This design comes from an exercise in tuning for small area, a short achievable clock period and few clock cycles on the open sky130 flow, not from production work.
Function was checked by simulation only, so behaviour that the tests miss may differ from the original.
Power figures rest on the tool's default switching activity, not on a simulated workload.

==> flow/design.v, too long to show whole: its modules and the start of the top module <==
// module rs_codec: 1046 lines
module rs_codec (
    input  wire       clk,
    input  wire       rst_n,
    input  wire       cmd_valid,
    output wire       cmd_ready,
    input  wire       cmd_op,
    input  wire [3:0] cmd_lvl,
    input  wire [7:0] cmd_len,
    input  wire       in_valid,
    output wire       in_ready,
    input  wire [7:0] in_data,
    output wire       out_valid,
    input  wire       out_ready,
    output wire [7:0] out_data,
    output reg        done,
    output reg  [3:0] err,
    output reg  [7:0] out_len
);
  // ...
==> flow/run.sh <==
#!/bin/bash
# synth_recipe.tcl (not shown) runs the flow's synth.tcl, then flattens the netlist and writes it again
# the make line also repeats each setting of config.mk as NAME=value (left out here)
make -C /OpenROAD-flow-scripts/flow DESIGN_CONFIG=/design/flow/config.mk WORK_HOME=/design/flow/orfs CLKGATE_MAP_FILE= SYNTH_SCRIPT=/design/flow/synth_recipe.tcl finish
==> flow/config.mk <==
export PLATFORM = sky130hd
export DESIGN_NAME = rs_codec
export DESIGN_NICKNAME = rs_codec
export VERILOG_FILES = /design/flow/design.v
export SDC_FILE = /design/flow/constraint.sdc
export NUM_CORES = 4
export LEC_CHECK = 0
export CAP_MARGIN = 20
export CORE_MARGIN = 2
export CORE_UTILIZATION = 40
export CTS_BUF_LIST = sky130_fd_sc_hd__clkbuf_16
export CTS_CLUSTER_DIAMETER = 60
export CTS_CLUSTER_SIZE = 20
export SETUP_SLACK_MARGIN = 2.7
export SLEW_MARGIN = 20
==> flow/constraint.sdc <==
create_clock -name core_clock -period 5.0 [get_ports {clk}]
set_input_delay 1.0000 -clock core_clock [delete_from_list [all_inputs] [get_ports {clk}]]
set_output_delay 1.0000 -clock core_clock [all_outputs]
set_load 0.01 [all_outputs]
==> summary.md, run 1 <==
| Metric | Value |
|---|---|
| Synth area leaders | dfxtp_1, xor2_1, nand3_1, o21ai_0, edfxtp_1 |
| Hold Crit Depth | 2 |
| Max_cap viols | 0 |
| Synth Instances | 4,320 |
| Met1 usage | 0.407 |
| Hold Path End | a_r |
| Vias in the first global route | 30.8k |
| Placer congestion estimate | 1.11 |
| Fraction of area in multi-input gates | 0.506 |
| Status | finished clean |
| Diode count | 3 |
| Routing usage on met3 | 0.102 |
| M1 wire length | 60,100 microns |
| GRT overflow | 0 |
| Mapped Area | 36,600 sq um |
| Hold_buf cts | 0 |
| Row count | 111 |
| Post-Syn Nets | 4,359 |
| Routed Antenna Nets | 0 |
| Fin Hold WS | 0.485 ns |
| Worst slew pin tran | 1.20 ns |
| Nonclk inv count | 24 |
| Avg Inst Size Synth | 8.48 sq um |
| CP max stage delay | 0.57 ns |
| Post-synth EDFFs | 88 |
| Met2 Use GR | 0.453 |
| Total clock sinks | 674 |
| HP Class | reg -> reg |
| Sequential fraction of the synthesis area | 0.392 |
| Most frequent cells after synthesis | xor2_1, nand3_1, dfxtp_1, o21ai_0, nand2_1 |
| CP Capture Type | flip-flop |
| Most frequent cells in the layout | xor2_1, nand3_1, dfxtp_1, o21ai_0, nand2_1 |
| Non-Filler Instances | 5,512 |
| Largest family of logic cells by synthesized area | XOR/XNOR gates |
| Post-route cell area | 42,900 sq um |
| Setup bufs post-CTS | 66 |
| Post-DP Area | 37,800 sq um |
| Multi-input logic area | 21,700 sq um |
| Leakage | 0.0169 uW |
| Top cell type's share of synthesized area | 0.320 |
| Seq cells post-synth | 674 |
Testbench counts, summed over its fixed seeds: cycles 42,264.
==> run 2: changes to the inputs <==
--- a/flow/design.v
+++ b/flow/design.v
@@ -32,37 +32,39 @@
   reg        in_rdy;
   reg        v0, ibv, ib2v;
   reg  [7:0] ib0, ib, ib2;
   reg  [7:0] par [0:63];  
   reg        ph_out;                  
   reg  [6:0] ocnt;                    
   reg        oc16, oc32;              
   reg        o1;                      
-  reg        out_v;
+  reg  [7:0] oq0, oq1;                
+  reg        q0v, q1v;                
+  reg        osh;                     
   reg        ph_in, ph_fin;           
   reg        bop, binv;
   reg        l1, l2, l3;              
   reg        pfx;                     
   reg  [7:0] bcnt;                    
   reg        b1;                      
   reg  [7:0] bolen;                   
   reg        bz, bo1;                 
   reg  [15:1] flo, fhi;               
   reg  [15:1] llo, lhi;               
   reg        rclr;                    
   reg        f2, nzr;                 
   assign cmd_ready = cmd_rdy;
   assign in_ready  = in_rdy;
-  assign out_valid = out_v;
-  assign out_data  = par[0];
+  assign out_valid = q0v;
+  assign out_data  = oq0;
   wire cmd_fire = cmd_valid & cmd_rdy;
   wire in_fire  = in_valid & in_rdy;
-  wire out_fire = out_v & out_ready;
-  wire       step    = (ph_out & out_v & out_ready) | (~ph_out & ph_in & ibv);
+  wire out_fire = q0v & out_ready;
+  wire       step    = ph_out ? (osh & (~(ph_in & bop) | ibv)) : (ph_in & ibv);
   wire       cons    = ph_in & ibv & step;    
   wire       clr     = ph_fin | rclr;
   wire       hold    = ~step & ~clr;
   wire [7:0] inj     = {8{cons & bop}} & ib;  
   wire [511:0] prod;
   wire [15:1]  plo, phi;              
   wire [255:0] lf;
   assign lf[0] = 1'b0;
@@ -900,16 +902,25 @@
   wire       a_v_n  = (a_v & ~load) | cmd_fire;
   wire       last_in  = cons & b1 & (~pfx | bz);
   wire       pfx_end  = cons & b1 & pfx;
   wire       enc_end  = last_in & ~bop;             
   wire       last_out = out_fire & o1;
   wire [6:0] b_ns     = l1 ? 7'd16 : l2 ? 7'd32 : 7'd64;
   wire       o_act_n  = (ph_out & ~last_out) | enc_end;
   wire       ld_e0    = load & ~d_inv & d_enc0;     
+  wire       opop     = out_fire;
+  wire       push     = ph_out & step;
+  wire       q_n0     = opop ? q1v : q0v;           
+  wire       q_n1     = ~opop & q1v;                
+  wire [6:0] ocnt_n   = ld_e0 ? a_ns[6:0] : enc_end ? b_ns : ocnt - {6'd0, opop};
+  wire       qv0_n    = q_n0 | push;
+  wire       qv1_n    = (q_n0 & q_n1) | (q_n0 & push);
+  wire [1:0] qc_n     = {1'b0, qv0_n} + {1'b0, qv1_n};
+  wire       osh_n    = (o_act_n | ld_e0) & ~qv1_n & (ocnt_n > {5'd0, qc_n});
   wire       ph_in_n = load ? (~d_inv & ~d_enc0) : (ph_in & ~last_in);
   wire       bop_n   = load ? a_op : bop;
   wire       pop     = cons;
   wire       h_v     = pop ? ib2v : ibv;
   wire       t_v     = ~pop & ib2v;
   wire       mv      = v0 & ~t_v;
   wire       ibv_n   = h_v | mv;
   wire       ib2v_n  = t_v | (h_v & mv);
@@ -946,17 +957,19 @@
       ibv     <= 1'b0;
       ib2v    <= 1'b0;
       flo     <= 15'h0;
       fhi     <= 15'h0;
       ph_in   <= 1'b0;
       ph_out  <= 1'b0;
       ph_fin  <= 1'b0;
       f2      <= 1'b0;
-      out_v   <= 1'b0;
+      q0v     <= 1'b0;
+      q1v     <= 1'b0;
+      osh     <= 1'b0;
       done    <= 1'b0;
     end else begin
       cmd_rdy <= ~a_v_n;
       a_v     <= a_v_n;
       a_r     <= a_v & ~load;
       if (cmd_fire) begin
         a_op  <= cmd_op;
         a_lok <= (cmd_lvl == 4'd1) | (cmd_lvl == 4'd2) | (cmd_lvl == 4'd3);
@@ -988,17 +1001,22 @@
         oc16 <= l1;
         oc32 <= ~l3;
       end else if (out_fire) begin
         ocnt <= ocnt - 7'd1;
         o1   <= (ocnt == 7'd2);
         oc16 <= (ocnt <= 7'd17);
         oc32 <= (ocnt <= 7'd33);
       end
-      out_v  <= (o_act_n & (~ph_in_n | ~bop_n | ibv_n | (out_v & ~out_fire))) | ld_e0;
+      q0v <= q_n0 | push;
+      q1v <= (q_n0 & q_n1) | (q_n0 & push);
+      if (q_n0) oq0 <= opop ? oq1 : oq0;
+      else      oq0 <= par[0];
+      if (~q_n1) oq1 <= par[0];
+      osh <= osh_n;
       if (last_out) done <= 1'b1;
       if (enc_end) begin
         err     <= ERR_NONE;
         out_len <= bolen;
       end
       if (ld_e0) begin
         err     <= ERR_NONE;
         out_len <= a_olen;
==> flow/config.mk (replaced) <==
export PLATFORM = sky130hd
export DESIGN_NAME = rs_codec
export DESIGN_NICKNAME = rs_codec
export VERILOG_FILES = /design/flow/design.v
export SDC_FILE = /design/flow/constraint.sdc
export NUM_CORES = 4
export LEC_CHECK = 0
export CAP_MARGIN = 20
export CORE_MARGIN = 2
export CORE_UTILIZATION = 30
export CTS_BUF_LIST = sky130_fd_sc_hd__clkbuf_16
export CTS_CLUSTER_DIAMETER = 60
export CTS_CLUSTER_SIZE = 20
export PLACE_DENSITY = 0.5
export SETUP_SLACK_MARGIN = 2.6
export SLEW_MARGIN = 20
==> run 2 against run 1 <==
Global-route usage is 6.6 points lower. Sequential share of layout area is 0.96 points higher. Critical path type unchanged. Critical path depth is 1 lower. Power is 5.6% higher. Via count is 1.1% lower. Sequential power is 3% higher.
==> summary.md, run 2 <==
| Metric | Value |
|---|---|
| Synth Area in Compound Gates | 0.133 |
| Commonest non-fill, non-tap cell in the layout | xor2_1 |
| Die Y | 357 microns |
| Placer congestion estimate | 1.04 (-5.5%) |
| Asr flop ratio synth | 0 |
| Die X-Extent | 357 microns |
| CTS Buf Count | 75 |
| Post-Syn Nets | 4,402 (+0.99%) |
| Diode count | 0 (-3) |
| Period minus WS final | 2.47 ns |
| DRT Pass-1 Iters | 11 |
| Most frequent cells after synthesis | xor2_1, nand3_1, dfxtp_1, o21ai_0, nand2_1 |
| Status | finished clean |
| Initial antenna violation count | 6 |
| Critical R2R Launch | par[17][6] |
| Pwr Density | 289 nW/um^2 |
| RSZ-0062 raised after global routing | true |
| Synth area leaders | dfxtp_1, xor2_1, edfxtp_1, nand3_1, o21ai_0 |
| Hold_buf cts | 0 (unchanged) |
| Largest family of logic cells by synthesized area | XOR/XNOR gates |
| HP Class | reg -> reg |
| DRC Markers | 0 |
| Routed vias | 33.5k |
| Reg2reg path depth | 6 |
| Fmax | 405 MHz |
| Synth Flop Type | dfxtp_1 |
| Initial core utilization | 0.303 |
| Post-DP HPWL | 116,000 microns |
| # fillers | 12.8k |
| Max_cap viols | 0 (unchanged) |
| Hold Crit Depth | 1 (-1) |
| GRT Total Usage | 0.250 |
| Final Cycle Share | 0.494 |
| Slew Viols, Final | 0 |
| Fin Hold WS | 0.471 ns (-0.0140 ns) |
| Sequential cell area | 15,000 sq um |
| Final number of setup-violating endpoints | 0 |
| Initial DRC Count | 5,225 |
| Mapped Area | 37,500 sq um (+2.2%) |
| Fraction of the mapped netlist area in adder cells | 0.00695 |
| Synth Area in XOR/XNOR | 0.217 |
| Seq cells post-synth | 692 (+2.7%) |
| Final hold vios | 0 |
| Reg2reg end | nzr |
| Sequential fraction of the synthesis area | 0.398 (+0.00542) |
| Cell with the most instances after synthesis | xor2_1 |
| Total wire length | 165,000 microns |
| Final TNS setup | 0 ns |
| Worst EP arrival | 2.93 ns |
| Most flop-heavy register | par |
| Avg Inst Size Synth | 8.59 sq um (+1.3%) |
| Leakage | 0.0166 uW (-1.8%) |
| Post-synth EDFFs | 104 (+18%) |
| Slew HR | 0.249 |
| Multi-input logic area | 21,400 sq um (-1.2%) |
| Max VDD drop | 0.235 mV |
| H-tree Lvls | 3 |
| Worst Hold Launch | a_v |
| Synth Instances | 4,358 (+0.88%) |
| Clock Skews | 0.0533 ns |
| Via density | 5.65 |
| Yosys top cell by area | dfxtp_1 |
| Total clock sinks | 692 (+2.7%) |
| Worst-Skew Late Latency | 0.73 ns |
| Post-route cell area | 43,100 sq um (+0.53%) |
| Area grow syn2layout | 15.1% |
| Share of layout cells above drive strength 1 | 0.106 |
| CTS root buf | clkbuf_16 |
| Multiplexer share of the synthesized area | 0.0115 |
| Clk pin slew, worst setup/hold paths | 0.08 ns |
| Nets | 4,276 |
| Post-synthesis simple-gate area fraction | 0.187 |
| CP Max Fanout | 3 |
| GRT overflow | 0 (unchanged) |
| Hold Path End | cmd_rdy |
| Post-DP Area | 39,000 sq um (+3.3%) |
| YS warnings | 2 |
| Worst slew pin tran | 1.13 ns (-0.0717 ns) |
| Row count | 129 (+16%) |
| I/O pin cnt | 50 |
| Die ar. | 128,000 sq um |
| WL per Instance | 27.8 microns |
| CP Capture Type | flip-flop |
| CP required | 5.46 ns |
| CP Launch Type | flip-flop |
| R2R Setup Slk | 2.53 ns |
| First-pass GRT wire length | 231,000 microns |
| Core area | 124,000 sq um |
| Clk buf depth | 3 |
| Port Buffers | 49 |
| Yosys cell types | 68 |
| Vias in the first global route | 30.6k (-0.63%) |
| Worst Setup SP | par[17][6] |
| Top cell type's share of synthesized area | 0.314 (-0.00585) |
| CP Class | reg -> reg |
| Largest net degree at the start of global routing | 203 |
| Largest register FFs | 512 |
| CTS tree | yes |
| Routed Antenna Nets | 0 (unchanged) |
| Most frequent cells in the layout | xor2_1, nand3_1, dfxtp_1, o21ai_0, nand2_1 |
==> run 2: logic make-up (layout without fill, tap and decap cells) <==
logic type	after synthesis	count (layout)
and+or+nand+nor	1455	1457
AOI/OAI and AO/OA	838	838
adders and majority gates	20	20
DFF	692	692
muxes	41	41
xor gates and xnor gates	906	906
buffers and inverters	406	339
==> run 2: final cells by class <==
cell class | instances | area share
Sequential cell | 692 | 0.347
Inverter | 22 | 0.00192
Tap cell | 1637 | 0.0475
Timing Repair Buffer | 179 | 0.0448
Multi-Input combinational cell | 3262 | 0.497
Clock buffer | 75 | 0.0435
Clock inverter | 63 | 0.0181
==> run 2: worst max-delay path: stages, from the launching register on <==
cell	delay, ns
dfxtp_1	0.36
nor4_2	0.46
nand4_1	0.26
nor4_4	0.47
nand4_1	0.32
nor2_2	0.26
nor2_1	0.06
==> run 2: repair_timing <==
item	CTS	global route
gates cloned	10	3
pin swaps	16	13
endpoints found under the hold margin	0	0
resized for setup	194	86
buffers inserted	26	22
endpoints found under the setup margin	617	396
==> run 2: power by group <==
part	leakage, uW	internal, uW	switching [uW]
combinational	0.00954	202	407
sequential	0.00574	5670	52.9
clock	0.00131	3170	2940
==> run 2: how the worst max path moves through the flow <==
| stage | depth (start not counted) | to |
|---|---|---|
| finish | 6 | nzr |
| detailed placement | 11 | osh |
| CTS | 1 | out_data[1] |
| global route | 11 | osh |
| floorplan | 13 | osh |
| global placement | 11 | osh |
==> run 2: per-stage QoR <==
| stage | total power [uW] | util | std cells | setup slack (ns) |
|---|---|---|---|---|
| after global routing | 12800 | 0.348 | 5930 | 2.45 |
| after floorplan | 6210 | - | 4358 | 2.46 |
| after detailed placement | 6400 | 0.315 | 5730 | 1.63 |
| after CTS | 12500 | 0.343 | 5904 | 2.54 |
| final | 12400 | 0.348 | 5930 | 2.53 |
| after global placement | 6400 | 0.315 | 5730 | 1.50 |
==> run 2: metal layers <==
layer	vias up	wire length, microns	GRT usage
met3	416	17500	0.0766
li1	15000	-	-
met1	16200	70300	0.342
met4	8	9550	0.125
met5	-	57	0
met2	1835	67700	0.354
Testbench counts of run 2, summed over its fixed seeds: cycles 42,422.

==> port drivers added, routing unchanged <==
The results above use ideal ports. As a check the final layouts listed here were re-extracted and re-timed, cells and wires unchanged.
Step 1: set_driving_cell puts a clkbuf_16 on clk and a buf_2 on each other input, an assumption about the parent block.
Step 2 times the ports against the registers' clock, not the clock port: input delays grow and output delays shrink by t, the midpoint of the rising clock arrivals with the driver on.
a / b / c = ideal ports / drivers / drivers and shift; a / b = the first two.
run | shift t [ns] | setup slack, ns | worst hold slack (ns) | worst data-port slew with drivers (ns) | cell pins on the clock port's net
run 1 | 0.746 | 2.461 / 2.461 / 2.022 | 0.485 / 0.485 / 0.485 | 0.04 | 1
run 2 | 0.769 | 2.531 / 2.499 / 2.019 | 0.471 / 0.471 / 0.471 | 0.04 | 1
After both steps setup and hold are still met in every run listed. For run 2, which loses most, drivers alone change the setup slack by -0.032 ns; drivers and shift together by -0.512 ns.
